From an optimization exercise on the open Yosys and OpenROAD flow, aimed at small area, a short achievable clock period and few clock cycles per item; shortcuts taken in it are not production practice. Function was checked by simulation only, so behaviour that the tests miss may differ from the original.

## the baseline
==> module ice_core, before the edit <==
module ice_core (
    input  wire        clk,
    input  wire        rst,         
    input  wire        key_load,    
    input  wire        key_thin,    
    input  wire [63:0] key,
    input  wire        start,       
    input  wire        decrypt,     
    input  wire [63:0] din,
    output reg         ready,
    output reg         done,
    output reg  [63:0] dout
);
    reg         v0, v1, v2;         
    reg         l0, l1, l2;         
    reg         d0, d1, d2;         
    reg  [3:0]  n0, n1;             
    reg  [3:0]  nn2;                
    reg         ln2;                
    reg  [15:0] oh0;                
    reg  [31:0] a0, b0, a1, b1, a2, b2;
    reg  [39:0] x1;                 
    reg  [7:0]  row2;
    reg  [63:0] zz2;                
    reg  [63:0] key_act;
    reg         thin_c, thin_act;
    reg         kc0, kc1, kc2;      
    reg         p0, p1, p2;         
    wire [59:0] sk;
    wire [39:0] idx;
    ice_keystep u_ks (.key(key_act), .sel(oh0), .sk(sk));
    ice_round   u_rf (.p(b0), .sk(sk), .idx(idx));
    wire [31:0] z1;
    wire [7:0]  row1;
    ice_sbox0_in u_i0 (.idx(x1[39:30]), .z(z1[31:24]), .row(row1[7:6]));
    ice_sbox1_in u_i1 (.idx(x1[29:20]), .z(z1[23:16]), .row(row1[5:4]));
    ice_sbox2_in u_i2 (.idx(x1[19:10]), .z(z1[15:8]),  .row(row1[3:2]));
    ice_sbox3_in u_i3 (.idx(x1[9:0]),   .z(z1[7:0]),   .row(row1[1:0]));
    wire [63:0] zz1;
    ice_sbox0_mid u_m0 (.z(z1[31:24]), .z3(zz1[63:56]), .z4(zz1[55:48]));
    ice_sbox1_mid u_m1 (.z(z1[23:16]), .z3(zz1[47:40]), .z4(zz1[39:32]));
    ice_sbox2_mid u_m2 (.z(z1[15:8]),  .z3(zz1[31:24]), .z4(zz1[23:16]));
    ice_sbox3_mid u_m3 (.z(z1[7:0]),   .z3(zz1[15:8]),  .z4(zz1[7:0]));
    wire [31:0] e, f;
    ice_sbox0_out u_o0 (.z3(zz2[63:56]), .z4(zz2[55:48]), .row(row2[7:6]), .e(e[31:24]));
    ice_sbox1_out u_o1 (.z3(zz2[47:40]), .z4(zz2[39:32]), .row(row2[5:4]), .e(e[23:16]));
    ice_sbox2_out u_o2 (.z3(zz2[31:24]), .z4(zz2[23:16]), .row(row2[3:2]), .e(e[15:8]));
    ice_sbox3_out u_o3 (.z3(zz2[15:8]),  .z4(zz2[7:0]),   .row(row2[1:0]), .e(e[7:0]));
    ice_perm32 u_p (.x(e), .y(f));
    wire [31:0] bn = a2 ^ f;        
    wire accept_start = ready & start & ~key_load;
    wire accept_key   = ready & key_load;
    wire need_x = (v1 & ~l1) | (v2 & ~l2);
    wire xfer  = kc0 & ~p0 & ~need_x;
    wire cont  = (v2 & ~l2) | kc2;
    wire [3:0]  last   = thin_act ? 4'd7 : 4'd15;
    wire [3:0]  nn1    = d1 ? n1 - 4'd1 : n1 + 4'd1;
    wire        ln1    = d1 ? (nn1 == 4'd0) : (nn1 == last);
    wire        thin_n = xfer ? thin_c : thin_act;
    wire [3:0]  nx     = cont ? nn2 : (decrypt & thin_n ? 4'd7 : decrypt ? 4'd15 : 4'd0);
    wire        dx     = cont ? d2 : decrypt;
    wire        lx     = cont & ln2;    
    wire kc0_n  = kc2 | accept_key;
    wire p0_n   = kc2 & ~p2;
    wire kc1_n  = kc0 & ~xfer;
    wire need_xn = (v0 & ~l0) | (v1 & ~l1);
    always @(posedge clk) begin
        if (cont) begin
            a0 <= b2;
            b0 <= bn;
        end else if (key_load) begin
            a0 <= key[63:32];
            b0 <= key[31:0];
        end else begin
            a0 <= din[63:32];
            b0 <= din[31:0];
        end
        n0 <= nx;  d0 <= dx;  l0 <= lx;
        oh0 <= 16'd1 << nx;
        a1 <= a0;  b1 <= b0;  x1 <= idx;  n1 <= n0;  d1 <= d0;  l1 <= l0;
        a2 <= a1;  b2 <= b1;  zz2 <= zz1 & ~({64{kc1}} & 64'hff00ff00ff00ff00); row2 <= row1; nn2 <= nn1; ln2 <= ln1; d2 <= d1;  l2 <= l1;
        dout <= {bn, b2};
        if (accept_key)
            thin_c <= key_thin;
        if (xfer)
            {key_act, thin_act} <= {a0, b0, thin_c};
        p1 <= p0;  p2 <= p1;  p0 <= p0_n;
    end
    always @(posedge clk) begin
        if (rst) begin
            v0 <= 1'b0;  v1 <= 1'b0;  v2 <= 1'b0;
            kc0 <= 1'b0;  kc1 <= 1'b0;  kc2 <= 1'b0;
            done <= 1'b0;
            ready <= 1'b0;
        end else begin
            v0 <= (v2 & ~l2) | accept_start;
            v1 <= v0;
            v2 <= v1;
            kc0 <= kc0_n;
            kc1 <= kc1_n;
            kc2 <= kc1;
            done <= v2 & l2;
            ready <= (~v1 | l1) & ~kc1 & ~kc1_n & (~kc0_n | (~p0_n & ~need_xn));
        end
    end
endmodule
clock: 14.0 ns
lec_check: 0
cap_margin: 20
cell_pad_in_sites_detail_placement: 1
cell_pad_in_sites_global_placement: 1
core_margin: 2
core_utilization: 35
place_density: 0.45
slew_margin: 20
standard.sh (not shown) runs the stock make flow with config.mk's settings and CLKGATE_MAP_FILE= SYNTH_SCRIPT=/design/flow/synth_recipe.tcl, a recipe that flattens the netlist after the stock synthesis.
==> flow/flow/run.sh <==
#!/bin/bash
# The standard layout with three changes to how it optimises, under the design's own
# clock period and constraints:
#  - synthesis is the standard flow's, except that abc maps the logic with flow/abc_area.script
#    (flow/synth.tcl); registers come out exactly as in the standard synthesis;
#  - the port buffers are sky130_fd_sc_hd__buf_2 instead of the delay buffer buffer_ports
#    picks by default (every port still gets its buffer);
#  - ORFS's timing repair aims at a setup margin of 10 ns, so the critical paths get sized.
set -e
mkdir -p logs
F=$(pwd)/flow
bash standard.sh SYNTH_SCRIPT=$F/synth.tcl MY_ABC_SCRIPT=$F/abc_area.script SETUP_SLACK_MARGIN=10 \
  "BUFFER_PORTS_ARGS=-buffer_cell sky130_fd_sc_hd__buf_2" finish > logs/standard.log 2>&1
==> flow/flow/abc_area.script <==
&get -n
&st
&dch
&nf -R 1000
&put
buffer -c
topo
stime -c
upsize -c
dnsize -c
==> flow/flow/synth.tcl <==
# The standard flow's synthesis script (synth_recipe.tcl), with one change: Yosys's abc pass maps the
# combinational logic with flow/abc_area.script (area-oriented mapping, then gate sizing
# towards a 4 ns delay target) instead of ORFS's abc_speed.script. Registers are mapped
# before abc runs, so they are exactly the standard synthesis's.
proc synth {args} { yosys synth -nofsm -noshare {*}$args }
proc abc {args} {
  set i [lsearch -exact $args -script]
  if { $i >= 0 } { set args [lreplace $args $i [expr { $i + 1 }]] }
  set i [lsearch -exact $args -D]
  if { $i >= 0 } { set args [lreplace $args $i [expr { $i + 1 }]] }
  yosys abc -script $::env(MY_ABC_SCRIPT) -D 4000 {*}$args
}
source $::env(SCRIPTS_DIR)/synth.tcl
# left out here: clear keep_hierarchy, flatten, clean up, hide names made inside functions, write 1_2_yosys.v
Testbench counts of the baseline, summed over its fixed seeds: cycles 10,808, blocks 768.
#### Input delta (the candidate over the baseline)
diff --git a/flow/design.v b/flow/design.v
--- a/flow/design.v
+++ b/flow/design.v
@@ -311,14 +311,13 @@
     reg  [15:0] oh0;                
     reg  [31:0] a0, b0, a1, b1, a2, b2;
     reg  [39:0] x1;                 
     reg  [7:0]  row2;
     reg  [63:0] zz2;                
-    reg  [63:0] key_act;
-    reg         thin_c, thin_act;
-    reg         kc0, kc1, kc2;      
-    reg         p0, p1, p2;         
+    reg  [63:0] key_in, key_act;
+    reg         thin_in, thin_act;
+    reg         kp;                 
     wire [59:0] sk;
     wire [39:0] idx;
     ice_keystep u_ks (.key(key_act), .sel(oh0), .sk(sk));
     ice_round   u_rf (.p(b0), .sk(sk), .idx(idx));
     wire [31:0] z1;
@@ -337,61 +336,53 @@
     ice_sbox1_out u_o1 (.z3(zz2[47:40]), .z4(zz2[39:32]), .row(row2[5:4]), .e(e[23:16]));
     ice_sbox2_out u_o2 (.z3(zz2[31:24]), .z4(zz2[23:16]), .row(row2[3:2]), .e(e[15:8]));
     ice_sbox3_out u_o3 (.z3(zz2[15:8]),  .z4(zz2[7:0]),   .row(row2[1:0]), .e(e[7:0]));
     ice_perm32 u_p (.x(e), .y(f));
     wire [31:0] bn = a2 ^ f;        
+    wire need  = (v0 & ~l0) | (v1 & ~l1) | (v2 & ~l2);
+    wire xfer  = kp & ~need;
     wire accept_start = ready & start & ~key_load;
     wire accept_key   = ready & key_load;
-    wire need_x = (v1 & ~l1) | (v2 & ~l2);
-    wire xfer  = kc0 & ~p0 & ~need_x;
-    wire cont  = (v2 & ~l2) | kc2;
+    wire cont  = v2 & ~l2;          
+    wire kp_n  = accept_key | (kp & need);
     wire [3:0]  last   = thin_act ? 4'd7 : 4'd15;
     wire [3:0]  nn1    = d1 ? n1 - 4'd1 : n1 + 4'd1;
     wire        ln1    = d1 ? (nn1 == 4'd0) : (nn1 == last);
-    wire        thin_n = xfer ? thin_c : thin_act;
+    wire        thin_n = xfer ? thin_in : thin_act;
     wire [3:0]  nx     = cont ? nn2 : (decrypt & thin_n ? 4'd7 : decrypt ? 4'd15 : 4'd0);
     wire        dx     = cont ? d2 : decrypt;
     wire        lx     = cont & ln2;    
-    wire kc0_n  = kc2 | accept_key;
-    wire p0_n   = kc2 & ~p2;
-    wire kc1_n  = kc0 & ~xfer;
-    wire need_xn = (v0 & ~l0) | (v1 & ~l1);
+    wire need_n = (cont & ~ln2) | (v0 & ~l0) | (v1 & ~l1);
     always @(posedge clk) begin
         if (cont) begin
             a0 <= b2;
             b0 <= bn;
-        end else if (key_load) begin
-            a0 <= key[63:32];
-            b0 <= key[31:0];
         end else begin
             a0 <= din[63:32];
             b0 <= din[31:0];
         end
         n0 <= nx;  d0 <= dx;  l0 <= lx;
         oh0 <= 16'd1 << nx;
         a1 <= a0;  b1 <= b0;  x1 <= idx;  n1 <= n0;  d1 <= d0;  l1 <= l0;
-        a2 <= a1;  b2 <= b1;  zz2 <= zz1 & ~({64{kc1}} & 64'hff00ff00ff00ff00); row2 <= row1; nn2 <= nn1; ln2 <= ln1; d2 <= d1;  l2 <= l1;
+        a2 <= a1;  b2 <= b1;  zz2 <= zz1; row2 <= row1; nn2 <= nn1; ln2 <= ln1; d2 <= d1;  l2 <= l1;
         dout <= {bn, b2};
-        if (accept_key)
-            thin_c <= key_thin;
+        if (ready)
+            {key_in, thin_in} <= {key, key_thin};
         if (xfer)
-            {key_act, thin_act} <= {a0, b0, thin_c};
-        p1 <= p0;  p2 <= p1;  p0 <= p0_n;
+            {key_act, thin_act} <= {key_in, thin_in};
     end
     always @(posedge clk) begin
         if (rst) begin
             v0 <= 1'b0;  v1 <= 1'b0;  v2 <= 1'b0;
-            kc0 <= 1'b0;  kc1 <= 1'b0;  kc2 <= 1'b0;
+            kp <= 1'b0;
             done <= 1'b0;
             ready <= 1'b0;
         end else begin
-            v0 <= (v2 & ~l2) | accept_start;
+            v0 <= cont | accept_start;
             v1 <= v0;
             v2 <= v1;
-            kc0 <= kc0_n;
-            kc1 <= kc1_n;
-            kc2 <= kc1;
+            kp <= kp_n;
             done <= v2 & l2;
-            ready <= (~v1 | l1) & ~kc1 & ~kc1_n & (~kc0_n | (~p0_n & ~need_xn));
+            ready <= (~v1 | l1) & ~(kp_n & need_n);
         end
     end
 endmodule
==> comparison <==
Looking at final setup slack of the worst path, the candidate sits 0.013 ns above the baseline.
edfxtp_1 as the library cell contributing the largest single delay on the critical path was reported by the baseline, and dfxtp_4 by the candidate.
Run comparison: the baseline source of the critical timing path key_act[14]; the candidate source of the critical timing path ready
Summary of the candidate over the baseline: tightest hold margin essentially unchanged, final net count shows a reduction of 19, via count lost 2.4%.
Higher post-synthesis to final-layout area growth among the baseline and the candidate: the baseline
Testbench counts of the candidate, summed over its fixed seeds: cycles 10,808, blocks 768.

-- re-timing with driven ports --
Ports are ideal in the flow. The routed layouts listed here were re-timed in OpenROAD.
Step 1: set_driving_cell puts a clkbuf_16 on clk and a buf_2 on each other input, an assumption about the parent block.
Step 2 also shifts input and output timing later by t, the mid clock arrival at the registers, as if the neighbouring blocks saw the same clock.
Three values: no drivers, after step 1, after step 2; two values: the first two.
| run | t, ns | slack for setup (ns) | worst hold slack (ns) | cell pins on the clock port's net |
|---|---|---|---|---|
| the baseline | 0.695 | 10.012 / 9.975 / 9.611 | 0.319 / 0.319 / 0.319 | 1 |
| the candidate | 0.708 | 10.025 / 9.954 / 9.687 | 0.322 / 0.322 / 0.322 | 1 |
After both steps every run listed still meets setup and hold. The setup slack of the baseline, which loses most, moves by -0.037 ns with the drivers and by -0.401 ns with both steps.
